Background: an optimization exercise with open tools, aiming at small area, a short achievable clock period and few clock cycles. Do not read the settings as production practice. Function was checked by simulation only, so behaviour that the tests miss may differ from the original. Power figures rest on the tool's default switching activity, not on a simulated workload.

<file path="flow/config.mk">
export PLATFORM = sky130hd
export DESIGN_NAME = sdl_cc
export DESIGN_NICKNAME = sdl_cc
export VERILOG_FILES = /design/flow/design.v
export SDC_FILE = /design/flow/constraint.sdc
export NUM_CORES = 4
export LEC_CHECK = 0
export CAP_MARGIN = 20
export CORE_MARGIN = 2
export CORE_UTILIZATION = 40
export SLEW_MARGIN = 20
</file>
<file path="flow/constraint.sdc">
create_clock -name core_clock -period 14.0 [get_ports {clk}]
set_input_delay 2.8000 -clock core_clock [delete_from_list [all_inputs] [get_ports {clk}]]
set_output_delay 2.8000 -clock core_clock [all_outputs]
set_load 0.01 [all_outputs]
</file>
<file path="flow/design.v">
module sdl_cc (
    input  wire        clk,
    input  wire        rst,             
    input  wire [15:0] cfg_setpoint,
    input  wire [15:0] cfg_deadband,
    input  wire [6:0]  cfg_base_speed,
    input  wire [6:0]  cfg_max_speed,
    input  wire [6:0]  cfg_init_speed,
    input  wire [6:0]  cfg_creep_step,
    input  wire [31:0] cfg_kp,
    input  wire [31:0] cfg_ki,
    input  wire [31:0] cfg_kd,
    input  wire [31:0] cfg_dt,
    input  wire        cfg_map_mode,    
    input  wire        cfg_sp_sense,    
    input  wire        rq_valid,
    output wire        rq_ready,
    input  wire [19:0] rq_data,
    output reg         mc_valid,
    output reg  [16:0] mc_out,
    output wire        fault
);
    localparam [1:0] ST_STOP = 2'd0, ST_ACCEL = 2'd1, ST_CONTROL = 2'd2;
    localparam [3:0] OP_START = 4'h1, OP_STOP = 4'h2, OP_TICK = 4'h3, OP_ITER = 4'h4;
    localparam [2:0] DP_IDLE = 3'd0, DP_STEP = 3'd1, DP_F1 = 3'd2, DP_F2 = 3'd3, DP_F3 = 3'd4;
    reg               run_q, sp_q, tick_q, stop_done_q, fault_q;
    reg        [1:0]  fsm_q;
    reg        [6:0]  ramp_q;
    reg signed [7:0]  lspeed_q, rspeed_q;
    reg        [15:0] lpos_q;       
    reg signed [47:0] int_q;        
    reg signed [79:0] p_q;          
    reg        [31:0] kp_r, kd_r;
    reg        [30:0] dt_r;
    reg               dt_bad_r;
    reg        [16:0] band_hi_r;    
    reg signed [17:0] band_lo_r;    
    reg signed [32:0] nki_r;        
    reg signed [32:0] kim_r;        
    reg               pre_q;        
    reg signed [62:0] kidt_q;       
    reg signed [64:0] kda_q;        
    reg        [30:0] b_q;          
    reg               busy_q;
    reg        [2:0]  dp_q;
    reg        [5:0]  cnt_q;
    reg        [15:0] emag_q;       
    reg               esgn_q;
    reg        [15:0] x_q;          
    reg               xsgn_q;
    reg               inb_q;        
    reg        [15:0] pos_q;
    reg               ba_q, be_q, bx_q;    
    reg signed [79:0] wa_q;         
    reg        [48:0] we_q;         
    reg signed [81:0] wb_q;         
    reg        [30:0] rem_q;
    reg        [1:0]  qd_q;
    assign rq_ready = !busy_q;
    assign fault    = fault_q;
    function [3:0] msb16(input [15:0] v);
        integer i;
        begin
            msb16 = 4'd0;
            for (i = 0; i < 16; i = i + 1)
                if (v[i]) msb16 = i[3:0];
        end
    endfunction
    function signed [7:0] clamp_f(input signed [17:0] v,
                                  input signed [8:0] lo, input signed [8:0] hi);
        begin
            if (v < lo)      clamp_f = lo[7:0];
            else if (v > hi) clamp_f = hi[7:0];
            else             clamp_f = v[7:0];
        end
    endfunction
    wire [3:0]  rq_op  = rq_data[19:16];
    wire [15:0] rq_arg = rq_data[15:0];
    wire        accept = rq_valid && !busy_q;
    reg [1:0] dest;
    always @(*) begin
        if (!run_q)
            dest = ST_STOP;
        else if (fsm_q == ST_STOP)
            dest = ST_ACCEL;
        else if (sp_q)
            dest = ST_ACCEL;
        else
            dest = ST_CONTROL;
    end
    wire [6:0] ramp_next = (ramp_q + 7'd1 > cfg_max_speed) ? cfg_max_speed : ramp_q + 7'd1;
    wire       band_arg  = ({1'b0, rq_arg} < band_hi_r) &&
                           ($signed({2'b00, rq_arg}) > band_lo_r);
    wire [16:0] e_p  = {1'b0, rq_arg} - {1'b0, cfg_setpoint};
    wire [16:0] e_n  = {1'b0, cfg_setpoint} - {1'b0, rq_arg};
    wire [16:0] d_p  = {1'b0, rq_arg} - {1'b0, lpos_q};
    wire [16:0] d_n  = {1'b0, lpos_q} - {1'b0, rq_arg};
    wire        m_b   = (esgn_q ^ xsgn_q) & !pre_q;
    wire        sb    = xsgn_q & !pre_q;
    wire signed [79:0] wa_step = {wa_q[78:0], 1'b0} +
                                 (ba_q ? {{17{kidt_q[62]}}, kidt_q} : 80'sd0);
    wire        [48:0] we_step = {we_q[47:0], 1'b0} + (be_q ? {18'd0, dt_r} : 49'd0);
    wire [81:0] kps_x = (be_q && !pre_q) ? {{34{kp_r[31]}}, kp_r, 16'd0} : 82'd0;
    wire [81:0] o0 = {wb_q[80:0], m_b};
    wire [81:0] o1 = kps_x ^ {82{m_b}};
    wire [81:0] o2 = (bx_q && !pre_q) ? {{17{kda_q[64]}}, kda_q} : 82'd0;
    wire [81:0] o3 = (qd_q == 2'd2) ? {{48{kd_r[31]}}, kd_r, 2'b00} :
                     (qd_q == 2'd1) ? {{49{kd_r[31]}}, kd_r, 1'b0}  : 82'd0;
    wire [81:0] s1 = o0 ^ o1 ^ o2;
    wire [81:0] c1 = {((o0[80:0] & o1[80:0]) | (o0[80:0] & o2[80:0]) | (o1[80:0] & o2[80:0])), 1'b0};
    wire [81:0] s2 = s1 ^ c1 ^ o3;
    wire [81:0] c2 = {((s1[80:0] & c1[80:0]) | (s1[80:0] & o3[80:0]) | (c1[80:0] & o3[80:0])), 1'b0};
    wire [81:0] wb_step = s2 + c2;
    wire [32:0] r_add = pre_q ? {32'd0, cnt_q == 6'd32} : (bx_q ? {2'b00, b_q} : 33'd0);
    wire [32:0] r2    = {1'b0, rem_q, 1'b0} + r_add;
    wire [33:0] d1    = {1'b0, r2} - {3'b000, dt_r};
    wire [33:0] d2    = {1'b0, r2} - {2'b00, dt_r, 1'b0};
    wire [1:0]  q_dig = !d2[33] ? 2'd2 : !d1[33] ? 2'd1 : 2'd0;
    wire [30:0] r_nxt = !d2[33] ? d2[30:0] : !d1[33] ? d1[30:0] : r2[30:0];
    wire [5:0]  nidx  = cnt_q - 6'd1;
    wire [31:0] dt32  = {1'b0, dt_r};
    wire        n_be  = emag_q[nidx[3:0]];
    wire        n_bx  = x_q[nidx[3:0]];
    wire        n_ba  = pre_q ? dt32[nidx[4:0]] : n_be;
    wire [3:0]  js    = msb16(emag_q | x_q);
    wire [80:0] x_sum = {p_q, 1'b1} + {wa_q ^ {80{esgn_q}}, esgn_q};
    wire [49:0] i_sum = {int_q[47], int_q, 1'b1} + {we_q ^ {49{esgn_q}}, esgn_q};
    wire        satp  = !we_q[48] &&  we_q[47];
    wire        satn  =  we_q[48] && !we_q[47];
    wire [79:0] ki_satp = {kim_r[32:0], {14{nki_r[32]}}, nki_r};    
    wire [79:0] ki_satn = {nki_r[32:0], 47'd0};                     
    wire [79:0] xs      = pre_q ? 80'd0 : satp ? ki_satp : satn ? ki_satn : wa_q;
    wire [47:0] i_new   = satp ? 48'h7FFF_FFFF_FFFF : satn ? 48'h8000_0000_0000 : we_q[47:0];
    wire [81:0] qkd   = (qd_q == 2'd2) ? {{49{kd_r[31]}}, kd_r, 1'b0} :
                        (qd_q == 2'd1) ? {{50{kd_r[31]}}, kd_r}       : 82'd0;
    wire [81:0] f0 = {{2{xs[79]}}, xs};
    wire [81:0] f1 = wb_q ^ {82{sb}};
    wire [81:0] f2 = qkd ^ {82{sb}};
    wire [81:0] f3 = {80'd0, sb, 1'b0};
    wire [81:0] g1 = f0 ^ f1 ^ f2;
    wire [81:0] h1 = {((f0[80:0] & f1[80:0]) | (f0[80:0] & f2[80:0]) | (f1[80:0] & f2[80:0])), 1'b0};
    wire [81:0] g2 = g1 ^ h1 ^ f3;
    wire [81:0] h2 = {((g1[80:0] & h1[80:0]) | (g1[80:0] & f3[80:0]) | (h1[80:0] & f3[80:0])), 1'b0};
    wire [81:0] num = g2 + h2;
    wire signed [65:0] t_q  = $signed(wb_q[81:16]) + $signed({65'd0, wb_q[81] & (|wb_q[15:0])});
    wire        t_hi  = (t_q > 66'sd2147483647);
    wire        t_lo  = (t_q < -66'sd2147483648);
    wire [31:0] corr  = t_hi ? 32'h7FFF_FFFF : t_lo ? 32'h8000_0000 : t_q[31:0];
    wire        cnz   = |corr[15:0];
    wire signed [17:0] ch   = {{2{corr[31]}}, corr[31:16]};
    wire signed [17:0] base = {11'd0, cfg_base_speed};
    wire signed [17:0] lf   = base - ch - {17'd0, cnz};
    wire signed [17:0] rf   = base + ch;
    wire signed [17:0] l_int = lf + {17'd0, lf[17] & cnz};
    wire signed [17:0] r_int = rf + {17'd0, rf[17] & cnz};
    wire signed [8:0]  max_s = $signed({2'b00, cfg_max_speed});
    wire signed [17:0] l_creep = $signed({{10{lspeed_q[7]}}, lspeed_q}) + $signed({11'd0, cfg_creep_step});
    wire signed [17:0] r_creep = $signed({{10{rspeed_q[7]}}, rspeed_q}) + $signed({11'd0, cfg_creep_step});
    reg signed [7:0] l_map, r_map;
    always @(*) begin
        if (cfg_map_mode) begin
            l_map = clamp_f(l_int, 9'sd0, 9'sd100);
            r_map = clamp_f(r_int, 9'sd0, 9'sd100);
        end else if (inb_q) begin
            l_map = clamp_f(l_creep, -max_s, max_s);
            r_map = clamp_f(r_creep, -max_s, max_s);
        end else begin
            l_map = clamp_f(l_int, -max_s, max_s);
            r_map = clamp_f(r_int, -max_s, max_s);
        end
    end
    always @(posedge clk) begin
        kp_r      <= cfg_kp;
        kd_r      <= cfg_kd;
        dt_r      <= cfg_dt[30:0];
        dt_bad_r  <= cfg_dt[31] || (cfg_dt == 32'd0);
        band_hi_r <= {1'b0, cfg_setpoint} + {1'b0, cfg_deadband};
        band_lo_r <= $signed({2'b00, cfg_setpoint}) - $signed({2'b00, cfg_deadband});
        nki_r     <= -$signed({cfg_ki[31], cfg_ki});
        kim_r     <= $signed({cfg_ki[31], cfg_ki}) - {32'd0, !cfg_ki[31] && (cfg_ki != 32'd0)};
    end
    always @(posedge clk) begin
        if (rst) begin
            run_q       <= 1'b0;
            sp_q        <= 1'b0;
            tick_q      <= 1'b0;
            stop_done_q <= 1'b0;
            fault_q     <= 1'b0;
            fsm_q       <= ST_STOP;
            ramp_q      <= cfg_init_speed;
            lspeed_q    <= 8'sd0;
            rspeed_q    <= 8'sd0;
            lpos_q      <= cfg_setpoint;
            int_q       <= 48'sd0;
            p_q         <= 80'sd0;
            mc_valid    <= 1'b0;
            mc_out      <= 17'd0;
            busy_q      <= 1'b0;
            pre_q       <= 1'b1;
            dp_q        <= DP_STEP;
            cnt_q       <= 6'd32;
            kidt_q      <= {{31{cfg_ki[31]}}, cfg_ki};
            wa_q        <= 80'sd0;
            wb_q        <= 82'sd0;
            rem_q       <= 31'd0;
            qd_q        <= 2'd0;
            ba_q        <= 1'b0;
            be_q        <= 1'b0;
            bx_q        <= 1'b0;
        end else begin
            mc_valid <= 1'b0;
            if (accept && !fault_q) begin
                case (rq_op)
                OP_START: run_q  <= 1'b1;
                OP_STOP:  run_q  <= 1'b0;
                OP_TICK:  tick_q <= 1'b1;
                OP_ITER: begin
                    fsm_q <= dest;
                    if (fsm_q == ST_STOP && dest != ST_STOP)
                        stop_done_q <= 1'b0;
                    case (dest)
                    ST_STOP: if (!stop_done_q) begin
                        mc_valid    <= 1'b1;
                        mc_out      <= 17'd0;
                        lspeed_q    <= 8'sd0;
                        rspeed_q    <= 8'sd0;
                        ramp_q      <= cfg_init_speed;
                        stop_done_q <= 1'b1;
                    end
                    ST_ACCEL: begin
                        ramp_q     <= ramp_next;
                        lspeed_q   <= {1'b0, ramp_next};
                        rspeed_q   <= {1'b0, ramp_next};
                        mc_valid   <= 1'b1;
                        mc_out     <= {1'b1, 1'b0, ramp_next, 1'b0, ramp_next};
                        sp_q       <= band_arg ^ cfg_sp_sense;
                        lpos_q     <= cfg_setpoint;
                        int_q      <= 48'sd0;
                        p_q        <= 80'sd0;
                    end
                    default: if (tick_q) begin          
                        tick_q <= 1'b0;
                        if (dt_bad_r) begin
                            fault_q <= 1'b1;
                        end else begin
                            busy_q <= 1'b1;
                            pos_q  <= rq_arg;
                            inb_q  <= band_arg;
                            esgn_q <= e_p[16];
                            emag_q <= e_p[16] ? e_n[15:0] : e_p[15:0];
                            xsgn_q <= d_p[16];
                            x_q    <= d_p[16] ? d_n[15:0] : d_p[15:0];
                        end
                    end
                    endcase
                end
                default: ;
                endcase
            end
            case (dp_q)
            DP_IDLE: if (busy_q) begin
                cnt_q <= {2'b00, js};
                ba_q  <= emag_q[js];
                be_q  <= emag_q[js];
                bx_q  <= x_q[js];
                wa_q  <= 80'sd0;
                we_q  <= 49'd0;
                wb_q  <= 82'sd0;
                rem_q <= 31'd0;
                qd_q  <= 2'd0;
                dp_q  <= DP_STEP;
            end
            DP_STEP: begin
                wa_q  <= wa_step;
                we_q  <= we_step;
                wb_q  <= wb_step;
                rem_q <= r_nxt;
                qd_q  <= q_dig;
                ba_q  <= n_ba;
                be_q  <= n_be;
                bx_q  <= n_bx;
                cnt_q <= nidx;
                if (cnt_q == 6'd0)
                    dp_q <= DP_F1;
            end
            DP_F1: begin
                if (pre_q) begin
                    kidt_q <= wa_q[62:0];
                end else begin
                    wa_q <= x_sum[80:1];
                    we_q <= i_sum[49:1];
                end
                dp_q <= DP_F2;
            end
            DP_F2: begin
                wb_q <= num;
                if (pre_q) begin
                    kda_q <= num[64:0];
                    b_q   <= rem_q;
                    pre_q <= 1'b0;
                    dp_q  <= DP_IDLE;
                end else begin
                    int_q <= (!cfg_map_mode && inb_q) ? 48'sd0 : i_new;
                    p_q   <= (!cfg_map_mode && inb_q) ? 80'sd0 : xs;
                    dp_q  <= DP_F3;
                end
            end
            default: begin                              
                sp_q     <= inb_q ^ cfg_sp_sense;
                lpos_q   <= pos_q;
                lspeed_q <= l_map;
                rspeed_q <= r_map;
                mc_valid <= 1'b1;
                mc_out   <= {1'b1, l_map, r_map};
                busy_q   <= 1'b0;
                dp_q     <= DP_IDLE;
            end
            endcase
        end
    end
endmodule
</file>
<file path="flow/run.sh">
#!/bin/bash
# synth_recipe.tcl (not shown) runs the flow's synth.tcl, then flattens the netlist and writes it again
# the make line also repeats each setting of config.mk as NAME=value (left out here)
make -C /OpenROAD-flow-scripts/flow DESIGN_CONFIG=/design/flow/config.mk WORK_HOME=/design/flow/orfs CLKGATE_MAP_FILE= SYNTH_SCRIPT=/design/flow/synth_recipe.tcl finish
</file>
==> impl_metrics.ini <==
[cts]
insertion_delay_ns = 0.78
cts_buffers = 101
cts_tree = yes
htree_levels = 3
cts-root-buf = clkbuf_16
cts_sinks = 839
post-cts-setup-buffers = 0
path_clk_slew_ns = 0.06
ctsResizeCount = 0
clk_path_buf_depth = 3
hold_buffers = 0

[synth]
synth.top_cell.area_share = 0.139
synthTopCellsByArea = dfxtp_1 (14%), ha_1 (13%), edfxtp_1 (11%)
netlist_area_mm2 = 0.0800
synth-edff-count = 282
ys_warn_count = 1
seq_area_frac_synth = 0.245
async_flop_share = 0
avgSynthCellArea_um2 = 8.51
synth_nets = 10700
ys_seq_elements = 839
yosysTopAreaCell = dfxtp_1
syn_inst = 9402
ys.flop_type = dfxtp_1
synth.distinct_cells = 105

[final_layout]
instances_no_fill = 12200
multi_input_area_mm2 = 0.0568
fin_area_mm2 = 0.0887
most-common-layout-cells = ha_1 (837), a21oi_1 (713), nand2_1 (708)
nets = 10700
final_util = 0.445
fillers = 19500
drive_above_1_share = 0.0474
seq_area_mm2 = 0.0196
final_common_cell = ha_1
synthToLayoutAreaGrowth_pct = 10.8

[critical_path]
required_ns = 14.64
crit_slowest_cell = nor3_1
crit_fanout = 14
critPathKind = flip-flop to flip-flop
endpoint_kind = flip-flop
max_stage_delay_ns = 0.76
critPathLaunchType = flip-flop
cp_data_arrival_time_ns = 12.90

[placed_design]
hpwl_um = 216000
placed_cells = 12000
portBuffers = 232
place_ws_ns = 1.86
place_area_mm2 = 0.0851
gp_congestion = 0.967

[pwr]
leakage_nw = 39.4
power.share.switching = 0.500
p_switching_mw = 9.53
clkPwrFrac = 0.151
peakVddDrop_v = 0.000277
power.internal_mw = 9.54
power_density_mw_per_mm2 = 215
pwr-share-comb = 0.659
p_seq_frac = 0.190
power_mw = 19.1

[floorplanning]
ios = 233
start_util = 0.402
dieWidth_um = 451
dieArea_mm2 = 0.204
num_rows = 164
coreArea_mm2 = 0.199
die_h_um = 451

[global_routing]
grt_pass1_wl_um = 425000
grt_max_degree = 95
antenna_found_initial = 13
grt_pass1_vias = 69600
grt_util_all_layers = 0.266
grt_overflow = 0

[drt]
drc_errors = 0
antenna_left = 0
vias = 72000
drt_iter0_drc = 6610
wl_per_cell_um = 23.0
dr.pass1.iters = 7
routed_wl_um = 280000
vias_per_cell = 5.91

[timing]
timing.final.hold_violations = 0
period_needed_ns = 12.27
layout_setup_ws_ns = 1.73
rsz0062_at_grt = false
worst_slew_pin_slew_ns = 1.27
fmax_ghz = 0.0815
tns_ns = 0
holdWs_ns = 0.458
drv_slew = 0
finalCritPeriodShare = 0.876
setup_viol = 0
slew_headroom = 0.155
finClkSkew_ns = 0.0656

[run]
max_cap_viol_count = 0

[run_status]
status = no timing/DRC/antenna violations

[worst_hold_path]
hold_path.class = flip-flop to flip-flop
[layer usage]
metal	share of wire	track usage	up-vias
met3	0.062	0.0319	490
met5	0	0	-
met4	0.045	0.113	0
met2	0.46	0.442	2483
li1	-	-	34000
met1	0.43	0.346	35000
[flip-flops by register name (all words and copies together), names as in the netlist, 17 cells and up]
signal,flops
b_q,31
band_lo_r,17
dt_r,31
int_q,48
kd_r,32
kda_q,65
kidt_q,63
kim_r,33
kp_r,32
nki_r,33
p_q,80
rem_q,31
wa_q,80
wb_q,82
we_q,49
[final cells by class]
| cell class | instances | area share |
|---|---|---|
| multi-input cells | 7542 | 0.640 |
| flip-flops and latches | 839 | 0.221 |
| clock buffers | 132 | 0.0319 |
| repair buffers | 328 | 0.0349 |
| well taps | 2656 | 0.0375 |
| inverters | 609 | 0.0258 |
| clock inverters | 60 | 0.00817 |
| diodes | 10 | 0.000282 |
[path summary, 6_finish.rpt]
kind	start	endpoint	slack [ns]	depth (start not counted)
hold / removal	int_q[11]	int_q[11]	0.46	2
setup reg to reg	wb_q[81]	lspeed_q[0]	1.73	41
hold reg to reg	int_q[11]	int_q[11]	0.46	2
setup / recovery	wb_q[81]	lspeed_q[0]	1.73	41
[Yosys cell counts, types with 33 or more instances]
master / number
edfxtp_1: 282
a31oi_1: 64
a222oi_1: 40
nand2b_1: 94
o21ai_0: 481
nand3_1: 180
o211ai_1: 45
nand2_1: 712
nor4_1: 70
or3_1: 61
o22ai_1: 49
a21oi_1: 715
o221ai_1: 33
o21a_1: 111
a211oi_1: 145
nand4_1: 107
nor2b_1: 139
buf_1: 46
fa_1: 260
and3_1: 84
a22o_1: 39
xor2_1: 386
mux2_2: 56
nor3_1: 202
a221oi_1: 82
o21bai_1: 110
xnor2_1: 563
a21o_1: 303
and2_1: 178
nor2_1: 676
inv_1: 603
dfxtp_1: 557
clkbuf_1: 353
o31ai_1: 43
a22oi_1: 139
mux2i_1: 83
ha_1: 837
[logic make-up (layout without fill, tap and decap cells)]
| kind of cell | count (synthesis) | in the layout | synth area share |
|---|---|---|---|
| AOI/OAI and AO/OA | 2702 | 2702 | 0.224 |
| and+or+nand+nor | 2637 | 2637 | 0.160 |
| adders and majority gates | 1098 | 1098 | 0.196 |
| buffers and inverters | 1021 | 1129 | 0.0482 |
| xor gates and xnor gates | 949 | 949 | 0.104 |
| DFF | 839 | 839 | 0.245 |
| muxes | 156 | 156 | 0.0229 |
| other | 0 | 10 | 0 |
[power by group through the flow]
stage / clock, mW / sequential (mW) / combinational [mW]
floorplan: 0 / 3.43 / 9.25
global placement: 0 / 3.64 / 12.2
detailed placement: 0 / 3.65 / 12.4
CTS: 2.93 / 3.60 / 12.5
global route: 3.02 / 3.67 / 13.9
finish: 2.89 / 3.62 / 12.6
[critical path: cells and delay by family, from the launching register on]
| family | cells | cell delay [ns] |
|---|---|---|
| AO/OA/AOI/OAI | 19 | 5.27 |
| AND/OR/NAND/NOR | 12 | 4.17 |
| adder cells (fa/ha/maj) | 6 | 1.62 |
| buffers and inverters | 3 | 0.48 |
| flip-flops | 1 | 0.44 |
| XOR/XNOR | 1 | 0.15 |
Testbench counts, summed over its fixed seeds: cycles 65,350.

==> re-timing with driven ports <==
The flow's constraints put no driver on any port. The routed layout listed below was extracted and timed again, unchanged, in two steps. Step 1: set_driving_cell puts a clkbuf_16 on clk and a buf_2 on each other input, an assumption about the parent block. Step 2 moves the port delays by t, midway between the first and last clock arrival at a register: inputs arrive t later, outputs are due t later. That takes back most of the time a late clock gives input paths. Three values: ideal, step 1, step 2; two values: the first two.
t (ns): 0.837
setup slack, ns: 1.734 / 1.734 / 1.734
hold slack, ns: 0.458 / 0.458 / 0.458
worst setup path after step 2: register to register
After both steps setup and hold are still met in this run. The setup slack of this run moves by 0.000 ns with the drivers and by 0.000 ns with both steps.
